From an optimization exercise on the open Yosys and OpenROAD flow, aimed at small area; shortcuts taken in it are not production practice. In this exercise RTL edits were held to simulation tests only and were not proved equivalent to the original. No driver is modelled on the clock port, so clocking that relies on it looks cheaper here than on a real chip. Power figures rest on the tool's default switching activity, not on a simulated workload.

$ cat design/flow/design.v
module bayer_unpack (
    input  wire        clk,
    input  wire        rst,             
    input  wire        start,
    input  wire [11:0] cfg_width,
    input  wire [11:0] cfg_height,
    input  wire [31:0] cfg_mode,
    input  wire [15:0] cfg_stride,
    input  wire [31:0] cfg_src_len,
    output wire [1:0]  state,
    output wire [3:0]  err,
    output wire [3:0]  errfield,
    output wire [12:0] row,
    output wire [31:0] fault_addr,
    output wire        src_req,
    output wire [31:0] src_addr,
    input  wire        src_gnt,
    input  wire        src_rvalid,
    input  wire [7:0]  src_rdata,
    output wire        dst_we,
    output wire [25:0] dst_addr,
    output wire [7:0]  dst_wdata,
    input  wire        dst_ready
);
    localparam [1:0] ST_IDLE = 2'd0, ST_RUN = 2'd1, ST_DONE = 2'd2, ST_FAIL = 2'd3;
    localparam [1:0] PH_STEP = 2'd0, PH_WAIT = 2'd1, PH_WRITE = 2'd2, PH_REW = 2'd3;
    reg [1:0]  st_q;
    reg [1:0]  ph_q;         
    reg [12:0] row_q;
    reg [31:0] f_q;          
    reg [28:0] sl_q;         
    reg        sbig_q;       
    reg [15:0] stride_q;
    reg [11:0] w_q, h_q;
    reg        p12_q, cmp_q, bin_q;
    reg [3:0]  selw_q;       
    reg [12:0] col_q;        
    reg [3:0]  b_q;          
    reg [25:0] a_q;          
    reg [7:0]  out_q;
    reg [7:0]  byte_q;       
    reg        bv_q;
    reg        gl_q;         
    reg        tr_q;         
    reg        tv1_q;        
    reg        tv_q;         
    reg        fc8_q;        
    reg        fc16_q;       
    genvar gi;
    wire       start_ok = start && (st_q != ST_RUN) && !rst;
    wire [7:0] in_prec  = cfg_mode[7:0];
    wire [3:0] in_sel   = cfg_mode[19:16];
    wire       in_bin   = cfg_mode[20];
    wire       prec_ok  = (in_prec == 8'd10) || (in_prec == 8'd12);
    wire [8:0] geom     = cfg_width[2:0] * cfg_height[2:0] * in_prec[2:0];
    wire       geom_ok  = (geom[2:0] == 3'd0);
    wire [3:0] in_prio  = in_sel[1] ? 4'b0010 : in_sel[0] ? 4'b0001 :
                          in_sel[3] ? 4'b1000 : 4'b0100;
    wire       in_ok    = (in_sel != 4'd0) && prec_ok && geom_ok;
    wire       go_run   = start_ok && in_ok && (cfg_height != 12'd0) && (cfg_width != 12'd0);
    wire       go_wz    = start_ok && in_ok && (cfg_height != 12'd0) && (cfg_width == 12'd0);
    wire running = (st_q == ST_RUN);
    wire p_step  = running && (ph_q == PH_STEP) && tv_q;
    wire p_wait  = running && (ph_q == PH_WAIT);
    wire p_write = running && (ph_q == PH_WRITE);
    wire p_rew   = running && (ph_q == PH_REW);
    wire [1:0] pidx  = {~row_q[0], col_q[0]};            
    wire       rsamp = selw_q[pidx];
    wire       wsamp = !bin_q || rsamp;
    wire       b_last = cmp_q ? (p12_q ? (b_q == 4'd11) : (b_q == 4'd9)) : (b_q == 4'd15);
    wire       win    = p12_q ? (b_q >= 4'd4 && b_q < 4'd12) : (b_q >= 4'd2 && b_q < 4'd10);
    wire       need   = win && rsamp;
    wire       col_end = (col_q == 13'd1);
    wire       str_nz  = (stride_q != 16'd0);
    wire       fwd_adv  = p_step && !tr_q && (!need || bv_q);
    wire       rd_req   = p_step && !tr_q && need && !bv_q;
    wire       badv     = fwd_adv || p_rew;
    wire       to_write = fwd_adv && b_last && wsamp;
    wire       wr_done  = p_write && dst_ready;
    wire       cadv     = (badv && b_last && !to_write) || wr_done;
    wire       row_end  = cadv && col_end && !p_rew;
    wire       rew_end  = p_rew && b_last && col_end;
    wire       last_row;                  
    wire       done_ev  = row_end && last_row;
    wire       bitv     = need && byte_q[f_q[2:0]];
    wire [13:0] col_b;                        
    wire [12:0] col_dec;
    wire [13:0] row_c;                        
    wire [12:0] row_nx;
    assign col_b[0] = cadv;
    assign row_c[0] = row_end;
    generate
        for (gi = 0; gi < 13; gi = gi + 1) begin : g_cr
            assign col_dec[gi] = col_q[gi] ^ col_b[gi];
            assign col_b[gi+1] = col_b[gi] & ~col_q[gi];
            assign row_nx[gi]  = row_q[gi] ^ row_c[gi];
            assign row_c[gi+1] = row_c[gi] & row_q[gi];
        end
    endgenerate
    assign last_row = (row_nx == {h_q, 1'b0});
    wire       jump  = p_rew && (col_q == 13'd0);
    wire       no_inc = b_last && col_end && str_nz;
    wire       inc   = fwd_adv && !no_inc;
    wire       dec   = p_rew && (col_q != 13'd0);
    wire [31:0] f_op = {{13{dec}}, {16{dec}} | ({16{jump}} & stride_q), {2{dec}}, dec | inc};
    wire [32:0] f_c;
    wire [31:0] f_nx;
    generate
        for (gi = 0; gi < 32; gi = gi + 1) begin : g_f
            wire ci = (gi == 0) ? 1'b0 : (gi == 8) ? fc8_q : (gi == 16) ? fc16_q : f_c[gi];
            assign f_nx[gi]  = f_q[gi] ^ f_op[gi] ^ ci;
            assign f_c[gi+1] = (f_q[gi] & f_op[gi]) | (ci & (f_q[gi] ^ f_op[gi]));
        end
    endgenerate
    assign f_c[0] = 1'b0;
    wire byte_mv = (inc && (f_q[2:0] == 3'd7)) || p_rew;
    wire [29:0] ge_c;
    assign ge_c[0] = 1'b1;
    generate
        for (gi = 0; gi < 29; gi = gi + 1) begin : g_ge
            wire ci = (gi == 15) ? gl_q : ge_c[gi];
            assign ge_c[gi+1] = (f_q[gi+3] & ~sl_q[gi]) | (f_q[gi+3] & ci) | (~sl_q[gi] & ci);
        end
    endgenerate
    wire [26:0] a_c;
    wire [25:0] a_nx;
    assign a_c[0] = wr_done;
    generate
        for (gi = 0; gi < 26; gi = gi + 1) begin : g_a
            assign a_nx[gi]  = a_q[gi] ^ a_c[gi];
            assign a_c[gi+1] = a_q[gi] & a_c[gi];
        end
    endgenerate
    assign state      = st_q;
    assign err        = (st_q == ST_FAIL) ? ((ph_q == 2'd0) ? 4'd3 : (ph_q == 2'd3) ? 4'd2 : {2'd0, ph_q}) : 4'd0;
    assign errfield   = (st_q == ST_FAIL) ? {2'd0, ph_q} : 4'd0;
    assign row        = row_q;
    assign fault_addr = {3'd0, f_q[31:3]};
    assign src_req    = rd_req;
    assign src_addr   = {3'd0, f_q[31:3]};
    assign dst_we     = p_write;
    assign dst_addr   = a_q;
    assign dst_wdata  = out_q;
    wire f_clr = rst || start_ok || done_ev;      
    always @(posedge clk) begin
        f_q   <= f_clr ? {22'd0, go_run, 9'd0} : f_nx;
        a_q   <= start_ok ? 26'd0 : a_nx;
        col_q <= start_ok ? 13'd0 : (col_q == 13'd0) ? {w_q, 1'b0} : col_dec;
        b_q   <= (start_ok || (badv && b_last)) ? 4'd0 : b_q + {3'd0, badv};
        row_q <= (rst || start_ok) ? (go_wz ? {cfg_height, 1'b0} : 13'd0) : row_nx;
        gl_q  <= ge_c[15];
        tr_q  <= ge_c[29] && !sbig_q;
        fc8_q  <= !f_clr && f_c[8];
        fc16_q <= !f_clr && f_c[16];
        tv1_q <= !(start_ok || byte_mv || fc8_q || fc16_q);
        tv_q  <= tv1_q && !(start_ok || byte_mv || fc8_q || fc16_q);
        if (fwd_adv && win)
            out_q <= {bitv, out_q[7:1]};
        if (src_rvalid)
            byte_q <= src_rdata;
        bv_q  <= !(start_ok || byte_mv) && (bv_q || (p_wait && src_rvalid));
    end
    always @(posedge clk) begin
        if (start_ok) begin
            w_q      <= cfg_width;
            h_q      <= cfg_height;
            p12_q    <= (in_prec == 8'd12);
            cmp_q    <= cfg_mode[8];
            bin_q    <= in_bin;
            selw_q   <= in_bin ? in_prio : in_sel;
            stride_q <= cfg_stride;
            sl_q     <= cfg_src_len[28:0];
            sbig_q   <= (cfg_src_len[31:29] != 3'd0);
        end
    end
    always @(posedge clk) begin
        if (rst) begin
            st_q <= ST_IDLE;
        end else if (start_ok) begin
            if (in_sel == 4'd0) begin
                st_q <= ST_FAIL;
                ph_q <= 2'd1;
            end else if (!prec_ok) begin
                st_q <= ST_FAIL;
                ph_q <= 2'd2;
            end else if (!geom_ok) begin
                st_q <= ST_FAIL;
                ph_q <= 2'd3;
            end else begin
                ph_q <= PH_STEP;
                st_q <= go_run ? ST_RUN : ST_DONE;
            end
        end else if (running) begin
            if (p_step && tr_q)
                st_q <= ST_FAIL;                  
            if (done_ev)
                st_q <= ST_DONE;
            if (rd_req && src_gnt)
                ph_q <= PH_WAIT;
            else if (p_wait && src_rvalid)
                ph_q <= PH_STEP;
            else if (badv || wr_done) begin
                if (to_write)
                    ph_q <= PH_WRITE;
                else if (row_end && str_nz)
                    ph_q <= PH_REW;
                else if (p_rew && !rew_end)
                    ph_q <= PH_REW;
                else
                    ph_q <= PH_STEP;
            end
        end
    end
endmodule
$ cat design/flow/flow/run.sh
#!/bin/bash
# The standard ORFS layout with these changes:
#  - synthesis maps logic with an area-oriented ABC script (flow/abc_area.script)
#    in place of ORFS's delay-oriented abc_speed.script; everything else in
#    synthesis (registers, their names and cells) is unchanged;
#  - each port gets the smallest buffer cell;
#  - the clock tree uses clkbuf_8 buffers and no dummy loads; after CTS,
#    flow/post_cts.tcl turns leaf buffers with light loads into clkbuf_4;
#  - one tie cell drives all constant outputs (no tie fanout repair).
set -euo pipefail
rm -rf scripts_abc
cp -r "$FLOW_HOME/scripts" scripts_abc
cp flow/abc_area.script scripts_abc/abc_speed.script
bash standard.sh "SCRIPTS_DIR=$PWD/scripts_abc" \
  "BUFFER_PORTS_ARGS=-buffer_cell sky130_fd_sc_hd__buf_1" \
  "POST_CTS_TCL=$PWD/flow/post_cts.tcl" SKIP_REPAIR_TIE_FANOUT=1 \
  "CTS_ARGS=-sink_clustering_enable -repair_clock_nets -dont_use_dummy_load -buf_list sky130_fd_sc_hd__clkbuf_8 -root_buf sky130_fd_sc_hd__clkbuf_8" \
  finish > orfs_make.log 2>&1
$ cat design/flow/flow/abc_area.script
&get -n
&st
&syn2
&dch
&nf -R 1000
&put
topo
stime -c
$ cat design/flow/flow/post_cts.tcl
# After clock tree synthesis: a clock leaf buffer becomes clkbuf_4 where every
# flip-flop clock pin it drives keeps a slew under 105 ps; otherwise it stays
# clkbuf_8. A smaller cell fits in the larger one's place.
estimate_parasitics -placement
foreach inst [get_cells clkbuf_*] {
  if { [get_property $inst ref_name] != "sky130_fd_sc_hd__clkbuf_8" } { continue }
  set name [get_full_name $inst]
  set out [get_pins $name/X]
  set loads [get_pins -of_objects [get_nets -of_objects $out] -filter "direction == input"]
  set leaf 1
  foreach p $loads {
    if { ![string match "*/CLK" [get_full_name $p]] } { set leaf 0 }
  }
  if { !$leaf } { continue }
  replace_cell $inst sky130_fd_sc_hd__clkbuf_4
  estimate_parasitics -placement
  set worst 0.0
  foreach p $loads {
    set s [get_property $p slew_max]
    if { $s > $worst } { set worst $s }
  }
  if { $worst > 0.105 } {
    replace_cell $inst sky130_fd_sc_hd__clkbuf_8
    estimate_parasitics -placement
    puts "post_cts: $name stays clkbuf_8 (clkbuf_4 slew $worst)"
  } else {
    puts "post_cts: $name -> clkbuf_4 (slew $worst)"
  }
}
$ cat design/flow/standard.sh
#!/bin/bash
# synth_recipe.tcl (not shown) runs the flow's synth.tcl, then flattens the netlist and writes it again
# the make line also repeats each setting of config.mk as NAME=value (left out here)
make -C /OpenROAD-flow-scripts/flow DESIGN_CONFIG=/design/flow/config.mk WORK_HOME=/design/flow/orfs CLKGATE_MAP_FILE= SYNTH_SCRIPT=/design/flow/synth_recipe.tcl "${@:-finish}"
$ cat design/flow/config.mk
export PLATFORM = sky130hd
export DESIGN_NAME = bayer_unpack
export DESIGN_NICKNAME = bayer_unpack
export VERILOG_FILES = /design/flow/design.v
export SDC_FILE = /design/flow/constraint.sdc
export NUM_CORES = 4
export LEC_CHECK = 0
export CAP_MARGIN = 20
export CORE_MARGIN = 2
export CORE_UTILIZATION = 40
export SLEW_MARGIN = 20
$ cat design/flow/constraint.sdc
create_clock -name core_clock -period 8.0 [get_ports {clk}]
set_input_delay 1.6000 -clock core_clock [delete_from_list [all_inputs] [get_ports {clk}]]
set_output_delay 1.6000 -clock core_clock [all_outputs]
set_load 0.01 [all_outputs]
==> results of run 1 <==
metrics by stage:
step | worst slack (ns) | hold slack [ns] | area, um2
after floorplan | 0.6571 | 0.3838 | 8797
after global placement | 0.7116 | 0.4127 | 9488
after detailed placement | 0.6362 | 0.4114 | 9488
after global routing | 0.2303 | 0.4253 | 9709
final | 0.6594 | 0.3994 | 9709
worst paths after layout:
kind,from,endpoint,slack (ns),cells past startpoint
setup / recovery,col_q[10]$_SDFF_PP0_,f_q[31]$_SDFF_PN0_,0.66,24
hold / removal,sbig_q$_DFFE_PP_,tr_q$_DFF_P_,0.40,1
setup reg to reg,col_q[10]$_SDFF_PP0_,f_q[31]$_SDFF_PN0_,0.66,24
hold reg to reg,sbig_q$_DFFE_PP_,tr_q$_DFF_P_,0.40,1
power by group:
group          switching [mW]  total, mW  leakage [nW]  internal [mW]
Sequential             0.0272       1.11          1.68           1.09
Combinational           0.113      0.184          1.73         0.0712
Clock                   0.295      0.473         0.117          0.178
sequential cells by signal (all words and copies together), names as in the netlist, 12 cells and up:
signal    count
w_q          12
a_q          26
f_q          32
sl_q         29
row_q        13
stride_q     16
col_q        13
h_q          12
cell type report:
cell class / count / area [um2] / area share [%]
inverter: 53 / 201.4 / 2.075
multi-input combinational: 410 / 3293 / 33.92
tap: 280 / 350.3 / 3.608
clock buffer: 17 / 221.5 / 2.281
timing repair buffer: 219 / 848.3 / 8.737
sequential: 192 / 4795 / 49.38
cell usage after synthesis:
cell,count,share of area [%]
or3_1,3,0.21
o311ai_0,1,0.10
nor2b_1,4,0.28
nor3b_1,2,0.17
nand4b_1,1,0.10
fa_1,30,6.8
a2111oi_0,1,0.10
o211ai_1,2,0.17
o21a_1,1,0.085
nor2_1,65,2.8
conb_1,1,0.043
ha_1,57,8.1
o21ai_0,22,1.3
a21oi_1,15,0.85
nor3_1,4,0.23
maj3_1,20,2.3
a21boi_0,2,0.17
a21o_1,1,0.085
nand2b_1,4,0.28
edfxtp_1,95,32
nand2_1,29,1.2
mux2i_1,1,0.11
mux4_2,3,0.77
a22o_1,11,1.1
and2_0,47,3.3
xnor2_1,16,1.6
a211oi_1,13,1.1
and4_1,1,0.10
dfxtp_1,97,22
a41oi_1,1,0.10
or2_0,2,0.14
nand3_1,11,0.63
and3_1,7,0.50
buf_4,68,5.8
nor4_1,18,1.3
xor2_1,9,0.90
nand4_1,1,0.071
a32oi_1,1,0.10
nand3b_1,2,0.17
clkinv_1,53,2.3
a31oi_1,1,0.071
per-layer routing:
layer  up-vias  track usage [%]  routed length, um  share of wire [%]
met5         -                0                  0                  0
met2       135            24.90               8280                 48
li1       2765                -                  -                  -
met4         0            4.495                251                1.4
met1      2583            21.00               8135                 47
met3        18            3.385                663                3.8
critical path, delay by kind of cell, from the launching register on:
family	cells	cell delay, ns
AOI/OAI and AO/OA	1	0.29
adders and majority gates	14	5.16
and+or+nand+nor	4	0.62
buffers and inverters	3	0.44
xor gates and xnor gates	2	0.32
DFF	1	0.33
cell families (layout without fill, tap and decap cells):
family	count (synthesis)	after routing	synth area share, %
AO/OA/AOI/OAI	72	72	5.291
XOR/XNOR	25	25	2.489
adder cells (fa/ha/maj)	107	107	17.21
buffers and inverters	121	289	8.064
flip-flops	192	192	54.50
multiplexers	4	4	0.8818
other	1	1	0.04263
AND/OR/NAND/NOR	201	201	11.52
==> summary.md, run 1 <==
| Metric | Value |
|---|---|
| Status | `no timing/DRC/antenna violations` |
| Remaining antenna violation count | `0` |
| Register area share after synthesis | `a little over half` |
| Clock-pin slew on the worst setup and hold paths | `about 0.1 ns` |
| Critical path type | `reg2reg` |
| CP arrival | `about 7.6 ns` |
| Final setup fails | `0` |
| Wire length per cell | `14.80 um` |
| Worst Path Max Fanout | `40` |
| Number of cell rows | `between 50 and 60` |
| Worst path max stage delay | `approximately 0.4 ns` |
| Hold/Removal Path Class | `reg2reg` |
| Final wirelength | `approximately 17000 um` |
| Power per cell area | `around 180 nW/um2` |
| Post-Syn Nets | `a little over 900` |
| Antenna Cells | `0` |
| CTS Sinks | `~190` |
| Setup TNS Final | `0 ns` |
| Final Slew Violations | `0` |
| Final nets | `around 1100` |
| Commonest cells after routing, fill and taps aside | `buf_1, dfxtp_1, edfxtp_1, nor2_1, ha_1` |
| Clock Skew | `~0.028 ns` |
| IO Pins | `roughly 240` |
| Initial antenna violation count | `0` |
| Die Y | `approximately 150 um` |
| Cell variety after synth | `a little over 40` |
| FF+latch count, synth | `between 150 and 200` |
| CP Capture Type | `flop` |
| DRT iter0 DRCs | `182` |
| Die area | `23200 um2` |
| Minimum clock period | `7.341 ns` |
| Area growth from synthesis to layout | `10.37%` |
| Routability Congestion | `0.7554` |
| Clock Latency Late Sink | `around 0.45 ns` |
| Slew HR | `around 40%` |
| Vias in the first global route | `5343` |
| Die W | `152.3 um` |
| GRT Total Usage | `between 10% and 20%` |
| Power Total | `about 1.8 mW` |
| Syn_area_per_cell | `around 12 um2` |
| Tcrit/Tclk final | `between 90% and 100%` |
| DP HPWL | `approximately 13000 um` |
| Most common cell after layout, fill and taps aside | `buf_1` |
| Port bufs | `approximately 210` |
| Largest net degree at the start of global routing | `55` |
| Crit-path cells | `nor4_1 -> nand3_1 -> clkinv_1 -> nand2_1 -> buf_4 -> o21ai_0 -> fa_1 -> fa_1 -> clkinv_1 -> fa_1 -> fa_1 -> fa_1 -> fa_1 -> fa_1 -> fa_1 -> fa_1 -> fa_1 -> fa_1 -> fa_1 -> fa_1 -> fa_1 -> xnor2_1 -> xnor2_1 -> nor2_1` |
| CTS tree | `done` |
| DRC Markers | `0` |
| Total gr overflow | `0` |
| Synth warn | `1` |
| Share of cells above drive strength 1 | `under 10%` |
| Final hold violations | `0` |
| Post-route insts no fill | `approximately 1200` |
| Worst EP required | `just over 8 ns` |
| Core footprint | `between 20000 and 25000 um2` |
| Starting Density | `between 40 and 50%` |
| Post-synthesis cell area | `between 8000 and 9000 um2` |
| Startpoint types | `flop` |
| Worst-margin pin slew | `0.9037 ns` |
| RSZ-0062 raised after global routing | `false` |
| First-pass GRT wire length | `28350 um` |
| Fill count | `about 2100` |
| Fmax | `0.1362 GHz` |
| Worst vdd ir | `just over 0.1 mV` |
| Via density | `roughly 4.7` |
| Max cap viols | `0` |
| Placed Instances | `between 1000 and 1500` |
| DR vias | `roughly 5500` |
| Fin util | `between 40% and 50%` |
| Cell count after synthesis | `approximately 720` |
| Crit path max-delay cell type | `fa_1` |
| Static leakage | `between 3 and 4 nW` |
| DR pass1 iterations | `4` |
| Most frequent CP cell | `fa_1` |
==> run 2, diff against run 1 <==
--- a/design/flow/design.v
+++ b/design/flow/design.v
@@ -44,7 +44,6 @@
     reg        tr_q;         
     reg        tv1_q;        
     reg        tv_q;         
-    reg        fc8_q;        
     reg        fc16_q;       
     genvar gi;
     wire       start_ok = start && (st_q != ST_RUN) && !rst;
@@ -107,7 +106,7 @@
     wire [31:0] f_nx;
     generate
         for (gi = 0; gi < 32; gi = gi + 1) begin : g_f
-            wire ci = (gi == 0) ? 1'b0 : (gi == 8) ? fc8_q : (gi == 16) ? fc16_q : f_c[gi];
+            wire ci = (gi == 0) ? 1'b0 : (gi == 16) ? fc16_q : f_c[gi];
             assign f_nx[gi]  = f_q[gi] ^ f_op[gi] ^ ci;
             assign f_c[gi+1] = (f_q[gi] & f_op[gi]) | (ci & (f_q[gi] ^ f_op[gi]));
         end
@@ -150,10 +149,9 @@
         row_q <= (rst || start_ok) ? (go_wz ? {cfg_height, 1'b0} : 13'd0) : row_nx;
         gl_q  <= ge_c[15];
         tr_q  <= ge_c[29] && !sbig_q;
-        fc8_q  <= !f_clr && f_c[8];
         fc16_q <= !f_clr && f_c[16];
-        tv1_q <= !(start_ok || byte_mv || fc8_q || fc16_q);
-        tv_q  <= tv1_q && !(start_ok || byte_mv || fc8_q || fc16_q);
+        tv1_q <= !(start_ok || byte_mv || fc16_q);
+        tv_q  <= tv1_q && !(start_ok || byte_mv || fc16_q);
         if (fwd_adv && win)
             out_q <= {bitv, out_q[7:1]};
         if (src_rvalid)
==> run 2 against run 1 <==
Against the previous run: still clean; clock power down 3%; final cell count shrank 0.60%; first-iteration DRC count up 24%; worst setup slack got worse by 0.19 ns; register-to-register slack got worse by 0.19 ns; area after synthesis decreased by 0.43%; wire length shrank 0.38%; hold slack better by 0.041 ns; combinational power hardly changed; critical path type unchanged; largest cell class unchanged; largest power group unchanged; highest routed layer unchanged.
==> summary.md, run 2 <==
| Metric | Value |
|---|---|
| Hold/Removal Path Class | `reg2reg` |
| Most common cell after layout, fill and taps aside | `buf_1` |
| Post-synthesis cell area | `just under 9000 um2` |
| Power per cell area | `~180 nW/um2` |
| Fraction of power spent switching nets | `24.45%` |
| CP arrival | `around 8 ns` |
| Routability Congestion | `~0.79` |
| Worst R2R Path Depth | `26` |
| Setup TNS Final | `0 ns` |
| Wire length per cell | `14.83 um` |
| Initial antenna violation count | `0` |
| Pre-CTS setup slack | `0.4145 ns` |
| Startpoint types | `flop` |
| Leading area contributor after synthesis | `edfxtp_1` |
| IO Pins | `241` |
| Syn_area_per_cell | `~12 um2` |
| Slew HR | `between 30% and 40%` |
| Most frequent CP cell | `fa_1` |
| RSZ-0062 raised after global routing | `false` |
| Area growth from synthesis to layout | `10.47%` |
| DRC Markers | `0` |
| Share of cells above drive strength 1 | `under 10%` |
| Total gr overflow | `0` |
| Worst Path Max Fanout | `3` |
| Final instance area | `9677 um2` |
| Synth area leaders | `edfxtp_1, dfxtp_1, ha_1, fa_1, buf_4` |
| Minimum clock period | `7.532 ns` |
| CTS Sinks | `~190` |
| DP HPWL | `about 13000 um` |
| DR pass1 iterations | `4` |
| Top-count cell post-synth | `dfxtp_1` |
| Number of cell rows | `54` |
| Synth warn | `1` |
| FF+latch count, synth | `191` |
| Static leakage | `3.524 nW` |
| Max FFs per register | `32` |
| Cell count after synthesis | `a little over 700` |
| Final Slew Violations | `0` |
| Die Y | `roughly 150 um` |
| Die W | `between 150 and 200 um` |
| Synth top cells by count | `dfxtp_1, edfxtp_1, buf_4, ha_1, nor2_1` |
| Clock Latency Late Sink | `about 0.45 ns` |
| CTS tree | `done` |
| Worst EP required | `about 8.3 ns` |
| Post-synth top area share | `32.57%` |
| Worst path max stage delay | `approximately 0.55 ns` |
| Tcrit/Tclk final | `94.15%` |
| HP Start | `out_q[7]$_DFFE_PP_` |
| Status | `no timing/DRC/antenna violations` |
| Synth Flop Type | `dfxtp_1` |
| Via density | `4.707` |
| Largest net degree at the start of global routing | `51` |
| Worst vdd ir | `around 0.087 mV` |
| Final nets | `around 1100` |
| Worst reg2reg path startpoint | `col_q[0]$_SDFF_PP0_` |
| Fin util | `44.62%` |
| Starting Density | `roughly two fifths` |
| Die area | `around 23000 um2` |
| GRT Total Usage | `15.66%` |
| Internal | `~1.3 mW` |
| Final setup fails | `0` |
| DR vias | `about 5500` |
| Asr flop ratio synth | `0%` |
| Commonest cells after routing, fill and taps aside | `buf_1, dfxtp_1, edfxtp_1, nor2_1, ha_1` |
| Switch Pwr | `approximately 430 uW` |
| Register area share after synthesis | `54.51%` |
| Crit path max-delay cell type | `mux4_2` |
| Critical path type | `reg2reg` |
| CP startpoint | `col_q[0]$_SDFF_PP0_` |
| Clock network power share | `26.3%` |
| Post-Syn Nets | `920` |
| Biggest regs | `f_q (32), sl_q (29), a_q (26)` |
| Post-synth EDFFs | `95` |
| Final worst slack | `approximately 0.47 ns` |
| First-pass GRT wire length | `~29000 um` |
| Port bufs | `roughly 210` |
| Core footprint | `roughly 22000 um2` |
| WHS Path Cells | `0` |
| CP Capture Type | `flop` |
| Clock-pin slew on the worst setup and hold paths | `about 0.1 ns` |
| Clock Skew | `approximately 0.034 ns` |
| DRT iter0 DRCs | `around 230` |
| Antenna Cells | `0` |
| Reg power frac | `between 60% and 70%` |
| Max cap viols | `0` |
| Logic pwr share | `10.4%` |
| Placed Area | `roughly 9500 um2` |
| Fmax | `~0.13 GHz` |
| Cell variety after synth | `between 40 and 50` |
| Final hold violations | `0` |
| Reg with most FFs | `f_q` |
| Worst-margin pin slew | `approximately 0.9 ns` |
| Remaining antenna violation count | `0` |
| Vias in the first global route | `5630` |
| Final wirelength | `between 15000 and 20000 um` |
-- run 2: stage by stage --
| stage | power [mW] | hold slack (ns) | instances |
|---|---|---|---|
| 2_1_floorplan | 1.256 | 0.3838 | 715 |
| 3_3_place_gp | 1.313 | 0.4249 | 1147 |
| 3_5_place_dp | 1.320 | 0.4226 | 1147 |
| 5_1_grt | 1.848 | 0.4686 | 1164 |
| 6_report | 1.754 | 0.4404 | 1164 |
-- run 2: path summary, 6_finish.rpt --
| check | endpoint | slack, ns |
|---|---|---|
| setup / recovery | f_q[15]$_SDFF_PP0_ | 0.47 |
| hold / removal | out_q[6]$_DFFE_PP_ | 0.44 |
| setup reg to reg | f_q[15]$_SDFF_PP0_ | 0.47 |
| hold reg to reg | out_q[6]$_DFFE_PP_ | 0.44 |
-- run 2: layout make-up --
class	count	area (um2)
fillers	2092	12010
flip-flops and latches	191	4776
multi-input cells	405	3286
repair buffers	220	855.8
well taps	280	350.3
clock buffers	17	215.2
inverters	51	193.9
-- run 2: logic make-up (layout without fill, tap and decap cells) --
logic type | after synthesis | after routing | share of synthesized area [%]
AOI/OAI and AO/OA | 70 | 70 | 5.200
xor gates and xnor gates | 25 | 25 | 2.500
adders and majority gates | 107 | 107 | 17.28
buffers and inverters | 119 | 288 | 8.013
DFF | 191 | 191 | 54.51
muxes | 4 | 4 | 0.8855
other | 1 | 1 | 0.04281
and+or+nand+nor | 198 | 198 | 11.57
-- run 2: power by group through the flow --
stage / clock network, mW / registers (mW) / logic, mW
floorplan: 0 / 1.13 / 0.129
global placement: 0 / 1.13 / 0.181
detailed placement: 0 / 1.13 / 0.186
global route: 0.516 / 1.12 / 0.214
finish: 0.461 / 1.11 / 0.183
-- run 2: metal layers --
| layer | up-vias | global-route usage [%] | wire (um) |
|---|---|---|---|
| li1 | 2740 | - | - |
| met1 | 2557 | 20.27 | 7821 |
| met2 | 162 | 25.46 | 8160 |
| met4 | 0 | 5.474 | 331 |
| met3 | 20 | 4.221 | 954 |
| met5 | - | 0 | 0 |
-- run 2: worst max-delay path: cells and delay by family, from the launching register on --
| kind | cells | cell delay, ns |
|---|---|---|
| buffers and inverters | 3 | 0.23 |
| AO/OA/AOI/OAI | 1 | 0.15 |
| flip-flops | 1 | 0.41 |
| adder cells (fa/ha/maj) | 16 | 5.52 |
| multiplexers | 1 | 0.55 |
| AND/OR/NAND/NOR | 5 | 0.53 |

[separate check: timing with driven ports]
How much do the figures lean on ideal ports? The routed layouts below were timed once more, with nothing changed but the port constraints. Step 1 assumes that a clkbuf_16 drives the clock port and a buf_2 every other input. Step 2, shift: input delay + t, output delay - t, t = (earliest + latest rising clock arrival at the registers) / 2. This alone moves slack from input paths to output paths. a / b / c = ideal / step 1 / step 2; a / b = the first two.
| run | shift t [ns] | setup slack, ns | hold slack, ns | latest minus earliest clock arrival (ns) | cell pins on the clock port's net |
|---|---|---|---|---|---|
| run 1 | 0.480 | 0.659 / 0.659 / 0.659 | 0.399 / 0.399 / 0.399 | 0.029 / 0.029 | 1 |
| run 2 | 0.474 | 0.468 / 0.468 / 0.468 | 0.440 / 0.440 / 0.440 | 0.034 / 0.034 | 1 |
After both steps every run listed still meets setup and hold.
